This is an optimization exercise on Yosys and OpenROAD, whose aim is small area, not a production implementation. Only simulation tests tie the RTL to the original design; equivalence was not proved. Power is estimated from default activity; no workload was simulated.

ember:
==> flow/design.v <==
module swpd (
    input  wire        clk,
    input  wire        rst,
    input  wire [31:0] now_us,
    input  wire        line_i,
    output wire        line_oe,
    output wire        line_o,
    input  wire [5:0]  bus_addr,
    input  wire        bus_we,
    input  wire [31:0] bus_wdata,
    output reg  [31:0] bus_rdata,
    output wire        done_o,
    output wire        busy_o
);
    reg        busy;
    reg [2:0]  code;
    reg [31:0] nt_mark;
    reg [39:0] shift;
    reg [5:0]  bit_cnt;
    reg        done;
    reg [31:0] cfg_timeout;
    reg [31:0] cfg_start_low;
    reg [31:0] cfg_release;
    reg [31:0] cfg_bit0_min;
    reg [31:0] cfg_bit0_max;
    reg [31:0] cfg_bit1_min;
    reg [31:0] cfg_bit1_max;
    wire [3:0] slot     = bus_addr[5:2];
    wire       op_ctrl  = bus_we && (slot == 4'd0);
    wire       op_start = op_ctrl && bus_wdata[0];
    wire       op_clear = op_ctrl && (bus_wdata[1:0] == 2'b10);
    function [31:0] sub32(input [31:0] a, input [31:0] nb);
        integer j;
        reg [31:0] p, g;
        reg c, r;
        begin
            p = a ^ nb;
            g = a & nb;
            c = 1'b1;
            for (j = 0; j < 32; j = j + 2) begin
                sub32[j]   = p[j] ^ c;
                r          = g[j] | (p[j] & c);
                sub32[j+1] = p[j+1] ^ r;
                c = (g[j+1] | (p[j+1] & g[j])) | (p[j+1] & p[j] & c);
            end
        end
    endfunction
    function cmp32(input [31:0] a, input [31:0] b, input ci);
        integer j;
        reg [31:0] p, g;
        reg c;
        begin
            g = a & ~b;
            p = a | ~b;
            c = ci;
            for (j = 0; j < 32; j = j + 4)
                c = (g[j+3] | (p[j+3] & (g[j+2] | (p[j+2] & (g[j+1] | (p[j+1] & g[j]))))))
                  | (p[j+3] & p[j+2] & p[j+1] & p[j] & c);
            cmp32 = c;
        end
    endfunction
    wire [31:0] elapsed   = sub32(now_us, nt_mark);
    wire        meas_low  = (code == 3'd7) && !line_i;
    wire [31:0] lim       = (code == 3'd1) ? cfg_start_low :
                            (code == 3'd2) ? cfg_release :
                            meas_low ? cfg_bit0_min : cfg_timeout;
    wire        lim_hit   = !cmp32(lim, elapsed, 1'b0);
    wire        timed_out = lim_hit;
    wire        is_zero   = lim_hit && cmp32(cfg_bit0_max, elapsed, 1'b1);
    wire        is_one    = !cmp32(cfg_bit1_min, elapsed, 1'b0) && cmp32(cfg_bit1_max, elapsed, 1'b1);
    wire        malformed = !is_zero && !is_one;
    wire        last_bit  = bit_cnt[5] & bit_cnt[2] & bit_cnt[1] & bit_cnt[0];
    wire        frame_valid = !busy && (code == 3'd1);
    function [7:0] add4(input [7:0] a, input [7:0] b, input [7:0] c, input [7:0] d);
        integer i;
        reg [7:0] s1, c1, s2, c2;
        reg cy;
        begin
            s1 = a ^ b ^ c;
            c1 = {(a[6:0] & b[6:0]) | (a[6:0] & c[6:0]) | (b[6:0] & c[6:0]), 1'b0};
            s2 = s1 ^ c1 ^ d;
            c2 = {(s1[6:0] & c1[6:0]) | (s1[6:0] & d[6:0]) | (c1[6:0] & d[6:0]), 1'b0};
            cy = 1'b0;
            for (i = 0; i < 8; i = i + 1) begin
                add4[i] = s2[i] ^ c2[i] ^ cy;
                cy = (s2[i] & c2[i]) | (s2[i] & cy) | (c2[i] & cy);
            end
        end
    endfunction
    wire [7:0]  sum4        = add4(shift[39:32], shift[31:24], shift[23:16], shift[15:8]);
    wire        sum_ok      = (sum4 == shift[7:0]);
    wire        chk_ok      = frame_valid && sum_ok;
    wire [2:0]  state       = busy ? code : 3'd0;
    reg  [3:0]  result;
    reg  [2:0]  err_state;
    always @(*) begin
        result    = 4'd0;
        err_state = 3'd0;
        if (!busy) begin
            case (code)
                3'd1:       result = sum_ok ? 4'd1 : 4'd2;
                3'd2:       begin result = 4'd5; err_state = 3'd7; end
                3'd3, 3'd4, 3'd5: begin result = 4'd3; err_state = code; end
                3'd6, 3'd7: begin result = 4'd4; err_state = code; end
                default: ;
            endcase
        end
    end
    wire        err_any = !busy && (code[2] | code[1]);
    wire [5:0]  err_bit = err_any ? bit_cnt : 6'd0;
    wire        inv     = !busy && (code == 3'd2);
    assign line_oe = busy && (code == 3'd1);
    assign line_o  = 1'b0;
    assign done_o  = done;
    assign busy_o  = busy;
    always @(*) begin
        case (slot)
            4'd1:  bus_rdata = {10'd0, bit_cnt, result, 1'b0, state, 3'b000,
                               line_oe, chk_ok, frame_valid, done, busy};
            4'd2:  bus_rdata = frame_valid ? shift[39:8] : 32'd0;
            4'd3:  bus_rdata = frame_valid ? {16'd0, sum4, shift[7:0]} : 32'd0;
            4'd4:  bus_rdata = {21'd0, err_state, 2'b00, err_bit};
            4'd5:  bus_rdata = inv ? shift[39:8] : 32'd0;
            4'd6:  bus_rdata = cfg_timeout;
            4'd7:  bus_rdata = cfg_start_low;
            4'd8:  bus_rdata = cfg_release;
            4'd9:  bus_rdata = cfg_bit0_min;
            4'd10: bus_rdata = cfg_bit0_max;
            4'd11: bus_rdata = cfg_bit1_min;
            4'd12: bus_rdata = cfg_bit1_max;
            default: bus_rdata = 32'd0;
        endcase
    end
    wire        cfg_wr = bus_we && !busy;
    wire [31:0] w_lo   = bus_wdata & {32{~rst}};
    wire [31:0] w_hi   = bus_wdata | {32{rst}};
    function [31:0] rv(input [31:0] r);
        integer i;
        for (i = 0; i < 32; i = i + 1)
            rv[i] = r[i] ? w_hi[i] : w_lo[i];
    endfunction
    always @(posedge clk) begin
        if (rst || (cfg_wr && slot == 4'd6))  cfg_timeout   <= rv(32'd1000);
        if (rst || (cfg_wr && slot == 4'd7))  cfg_start_low <= rv(32'd18000);
        if (rst || (cfg_wr && slot == 4'd8))  cfg_release   <= rv(32'd30);
        if (rst || (cfg_wr && slot == 4'd9))  cfg_bit0_min  <= rv(32'd40);
        if (rst || (cfg_wr && slot == 4'd10)) cfg_bit0_max  <= rv(32'd50);
        if (rst || (cfg_wr && slot == 4'd11)) cfg_bit1_min  <= rv(32'd65);
        if (rst || (cfg_wr && slot == 4'd12)) cfg_bit1_max  <= rv(32'd75);
    end
    wire meas_edge = busy && (code == 3'd7) && !line_i;
    always @(posedge clk) begin
        if (!busy) begin
            nt_mark <= ~now_us;
        end else begin
            case (code)
                3'd1, 3'd2: if (lim_hit) nt_mark <= ~now_us;
                3'd3, 3'd5: if (!line_i) nt_mark <= ~now_us;
                3'd4, 3'd6: if (line_i)  nt_mark <= ~now_us;
                default:    if (!line_i) nt_mark <= ~now_us;
            endcase
        end
        if (meas_edge) begin
            shift[7:0]  <= {shift[6:0], !is_zero};
            shift[39:8] <= malformed ? elapsed : shift[38:7];
        end
    end
    always @(posedge clk) begin
        if (rst) begin
            busy          <= 1'b0;
            code          <= 3'd0;
            bit_cnt       <= 6'd0;
            done          <= 1'b0;
        end else begin
            if (op_clear)
                done <= 1'b0;
            if (!busy) begin
                if (op_start) begin
                    busy    <= 1'b1;
                    code    <= 3'd1;
                    bit_cnt <= 6'd0;
                    done    <= 1'b0;
                end
            end else begin
                case (code)
                    3'd1: if (lim_hit) code <= 3'd2;
                    3'd2: if (lim_hit) code <= 3'd3;
                    3'd3, 3'd4, 3'd5, 3'd6: begin
                        if (line_i == (code == 3'd4 || code == 3'd6))
                            code <= code + 3'd1;
                        else if (timed_out) begin
                            busy <= 1'b0;
                            done <= 1'b1;
                        end
                    end
                    default: begin  
                        if (!line_i) begin
                            if (malformed) begin
                                busy <= 1'b0;
                                code <= 3'd2;
                                done <= 1'b1;
                            end else begin
                                bit_cnt <= bit_cnt + 6'd1;
                                if (last_bit) begin
                                    busy <= 1'b0;
                                    code <= 3'd1;
                                    done <= 1'b1;
                                end else
                                    code <= 3'd6;
                            end
                        end else if (timed_out) begin
                            busy <= 1'b0;
                            done <= 1'b1;
                        end
                    end
                endcase
            end
        end
    end
endmodule
Settings: LEC_CHECK=0, ABC_AREA=1, CAP_MARGIN=20, CORE_MARGIN=2, CORE_UTILIZATION=60, PLACE_DENSITY=0.7, SLEW_MARGIN=20; clock period 12.0 ns.
standard.sh (not shown) runs the stock make flow with config.mk's settings and CLKGATE_MAP_FILE= SYNTH_SCRIPT=/design/flow/synth_recipe.tcl, a recipe that flattens the netlist after the stock synthesis.
==> flow/flow/run.sh <==
#!/bin/bash
# Own layout flow: the standard flow (standard.sh, unchanged synthesis
# script and register mapping) with these changes to how the layout is made:
#   * the ABC technology-mapping script is area-oriented (flow/abc_area.script)
#   * the port buffers are the smallest buffer cell
#   * clock tree: larger sink clusters, no dummy loads.
# Every tool's output stays in ORFS's own logs under orfs/logs; make's output
# goes to make.log here.
set -euo pipefail
W=$(pwd)
rm -rf "$W/scripts_own"
cp -r "$FLOW_HOME/scripts" "$W/scripts_own"
cp "$W/flow/abc_area.script" "$W/scripts_own/abc_area.script"
bash "$W/standard.sh" \
  SCRIPTS_DIR="$W/scripts_own" \
  BUFFER_PORTS_ARGS="-buffer_cell sky130_fd_sc_hd__buf_1" \
  CTS_ARGS="-sink_clustering_enable -repair_clock_nets -sink_clustering_size 15 -sink_clustering_max_diameter 150 -buf_list sky130_fd_sc_hd__clkbuf_8 -dont_use_dummy_load" \
  finish > "$W/make.log" 2>&1
==> flow/flow/abc_area.script <==
&get -n
&st
&dch
&nf
&st
&syn2
&dch
&nf
&st
&syn2
&dch
&nf
&put
topo
stime -c
> inputs changed (ember -> violet)
-- flow/design.v --
<<< ember, line 62
    wire [31:0] elapsed   = sub32(now_us, nt_mark);
    wire        meas_low  = (code == 3'd7) && !line_i;
    wire [31:0] lim       = (code == 3'd1) ? cfg_start_low :
                            (code == 3'd2) ? cfg_release :
                            meas_low ? cfg_bit0_min : cfg_timeout;
    wire        lim_hit   = !cmp32(lim, elapsed, 1'b0);
    wire        timed_out = lim_hit;
>>> violet, line 62
    wire [31:0] elapsed   = sub32(now_us, nt_mark);
    wire        meas_low  = (code == 3'd7) && !line_i;
    wire        sel_sl    = (code == 3'd1);
    wire        sel_rel   = (code == 3'd2);
    wire        sel_tmo   = !(sel_sl | sel_rel | meas_low);
    wire [31:0] lim       = ({32{sel_sl}}   & cfg_start_low)
                          | ({32{sel_rel}}  & cfg_release)
                          | ({32{meas_low}} & cfg_bit0_min)
                          | ({32{sel_tmo}}  & cfg_timeout);
    wire        lim_hit   = !cmp32(lim, elapsed, 1'b0);
    wire        timed_out = lim_hit;
<<< ember, line 114
    assign done_o  = done;
    assign busy_o  = busy;
    always @(*) begin
        case (slot)
            4'd1:  bus_rdata = {10'd0, bit_cnt, result, 1'b0, state, 3'b000,
                               line_oe, chk_ok, frame_valid, done, busy};
            4'd2:  bus_rdata = frame_valid ? shift[39:8] : 32'd0;
            4'd3:  bus_rdata = frame_valid ? {16'd0, sum4, shift[7:0]} : 32'd0;
            4'd4:  bus_rdata = {21'd0, err_state, 2'b00, err_bit};
            4'd5:  bus_rdata = inv ? shift[39:8] : 32'd0;
            4'd6:  bus_rdata = cfg_timeout;
            4'd7:  bus_rdata = cfg_start_low;
            4'd8:  bus_rdata = cfg_release;
            4'd9:  bus_rdata = cfg_bit0_min;
            4'd10: bus_rdata = cfg_bit0_max;
            4'd11: bus_rdata = cfg_bit1_min;
            4'd12: bus_rdata = cfg_bit1_max;
            default: bus_rdata = 32'd0;
        endcase
    end
    wire        cfg_wr = bus_we && !busy;
>>> violet, line 118
    assign done_o  = done;
    assign busy_o  = busy;
    wire [15:0] sel;
    genvar gk;
    generate for (gk = 0; gk < 16; gk = gk + 1) begin : g_sel
        assign sel[gk] = (slot == gk);
    end endgenerate
    wire        sel_sh = (sel[2] & frame_valid) | (sel[5] & inv);
    wire [31:0] status = {10'd0, bit_cnt, result, 1'b0, state, 3'b000,
                          line_oe, chk_ok, frame_valid, done, busy};
    always @(*) begin
        bus_rdata = ({32{sel[1]}}  & status)
                  | ({32{sel_sh}}  & shift[39:8])
                  | ({32{sel[3] & frame_valid}} & {16'd0, sum4, shift[7:0]})
                  | ({32{sel[4]}}  & {21'd0, err_state, 2'b00, err_bit})
                  | ({32{sel[6]}}  & cfg_timeout)
                  | ({32{sel[7]}}  & cfg_start_low)
                  | ({32{sel[8]}}  & cfg_release)
                  | ({32{sel[9]}}  & cfg_bit0_min)
                  | ({32{sel[10]}} & cfg_bit0_max)
                  | ({32{sel[11]}} & cfg_bit1_min)
                  | ({32{sel[12]}} & cfg_bit1_max);
    end
    wire        cfg_wr = bus_we && !busy;
## What came out
Diff ember -> violet: worst slew margin relative to its limit decreased by 3.3 points relative to the old numbers; proportion of power drawn by the clock network decreased by 0.3 points relative to the old numbers; full die area shows a reduction of 1.9%; share of power burned in combinational logic now sits lower. Having completed the whole flow, violet delivered a layout that passed the timing, DRC and antenna checks. Compared with ember, the detailed router inserted fewer vias in violet.

---

Another version of the RTL of swpd (not shown whole).
For scale: roughly 2000 cells after synthesis, ~310 flip-flops, roughly 110 I/O pins, roughly 0.018 mm2 of cells after synthesis.
Settings: LEC_CHECK=0, ABC_AREA=1, CAP_MARGIN=20, CORE_MARGIN=2, CORE_UTILIZATION=40, PLACE_DENSITY=0.6, SLEW_MARGIN=20; clock period 12.0 ns.
run.sh (not shown) runs the stock make flow with config.mk's settings and CLKGATE_MAP_FILE= SYNTH_SCRIPT=/design/flow/synth_recipe.tcl, a recipe that flattens the netlist after the stock synthesis.
Stock flow here: none of the scripts above is used.
Then changed:
--- a/flow/design.v
+++ b/flow/design.v
@@ -24,53 +24,23 @@
     reg [31:0] cfg_bit0_min;
     reg [31:0] cfg_bit0_max;
     reg [31:0] cfg_bit1_min;
     reg [31:0] cfg_bit1_max;
     wire [3:0] slot     = bus_addr[5:2];
     wire       op_ctrl  = bus_we && (slot == 4'd0);
     wire       op_start = op_ctrl && bus_wdata[0];
     wire       op_clear = op_ctrl && (bus_wdata[1:0] == 2'b10);
-    function [31:0] sub32(input [31:0] a, input [31:0] b);
-        integer j;
-        reg [31:0] p, g;
-        reg c, r;
-        begin
-            p = ~(a ^ b);
-            g = a & ~b;
-            c = 1'b1;
-            for (j = 0; j < 32; j = j + 2) begin
-                sub32[j]   = p[j] ^ c;
-                r          = g[j] | (p[j] & c);
-                sub32[j+1] = p[j+1] ^ r;
-                c = (g[j+1] | (p[j+1] & g[j])) | (p[j+1] & p[j] & c);
-            end
-        end
-    endfunction
-    function cmp32(input [31:0] a, input [31:0] b, input ci);
-        integer j;
-        reg [31:0] p, g;
-        reg c;
-        begin
-            g = a & ~b;
-            p = a | ~b;
-            c = ci;
-            for (j = 0; j < 32; j = j + 4)
-                c = (g[j+3] | (p[j+3] & (g[j+2] | (p[j+2] & (g[j+1] | (p[j+1] & g[j]))))))
-                  | (p[j+3] & p[j+2] & p[j+1] & p[j] & c);
-            cmp32 = c;
-        end
-    endfunction
-    wire [31:0] elapsed   = sub32(now_us, t_mark);
+    wire [31:0] elapsed   = now_us - t_mark;
     wire [31:0] lim       = (code == 3'd1) ? cfg_start_low :
                             (code == 3'd2) ? cfg_release : cfg_timeout;
-    wire        lim_hit   = !cmp32(lim, elapsed, 1'b0);
+    wire        lim_hit   = (elapsed >= lim);
     wire        timed_out = lim_hit;
-    wire        is_zero   = !cmp32(cfg_bit0_min, elapsed, 1'b0) && cmp32(cfg_bit0_max, elapsed, 1'b1);
-    wire        is_one    = !cmp32(cfg_bit1_min, elapsed, 1'b0) && cmp32(cfg_bit1_max, elapsed, 1'b1);
+    wire        is_zero   = (elapsed >= cfg_bit0_min) && (cfg_bit0_max >= elapsed);
+    wire        is_one    = (elapsed >= cfg_bit1_min) && (cfg_bit1_max >= elapsed);
     wire        malformed = !is_zero && !is_one;
     wire        last_bit  = bit_cnt[5] & bit_cnt[2] & bit_cnt[1] & bit_cnt[0];
     wire        frame_valid = !busy && (code == 3'd1);
     wire [7:0]  sum4        = shift[39:32] + shift[31:24] + shift[23:16] + shift[15:8];
     wire        sum_ok      = (sum4 == shift[7:0]);
     wire        chk_ok      = frame_valid && sum_ok;
     wire [2:0]  state       = busy ? code : 3'd0;
     reg  [3:0]  result;
Result:
- The changed run went through all stages and came out clean
- routed wire length rises by 19%
- first-iteration DRC count rises by 11%
- core utilization barely changes
- total power rises by 5.4%
- sequential share of layout area falls by 4.1 points
- cell area rises by 10%

static timing again, ports no longer ideal:
The flow's constraints put no driver on any port. The routed layouts listed below were extracted and timed again, unchanged, in two steps. Step 1, drivers: a clkbuf_16 drives clk and a buf_2 each remaining input, both assumed. Step 2 adds t to the input delays and takes it off the output delays; t is the mean of the earliest and latest rising clock arrival at the registers after step 1. Input paths then give back, and output paths get back, about the clock's delay inside the block. a / b / c = ideal / step 1 / step 2; a / b = the first two.
run | t, ns | slack for setup (ns) | worst setup path at the end
ember | 0.619 | 1.362 / 1.378 / 0.760 | input to register
violet | 0.627 | 1.846 / 1.870 / 1.244 | input to register
the first run of note 2 | 0.599 | 3.407 / 3.377 / 3.011 | input to register
the second run of note 2 | 0.617 | 3.140 / 3.076 / 2.604 | input to register
After both steps setup and hold are still met in every run listed.
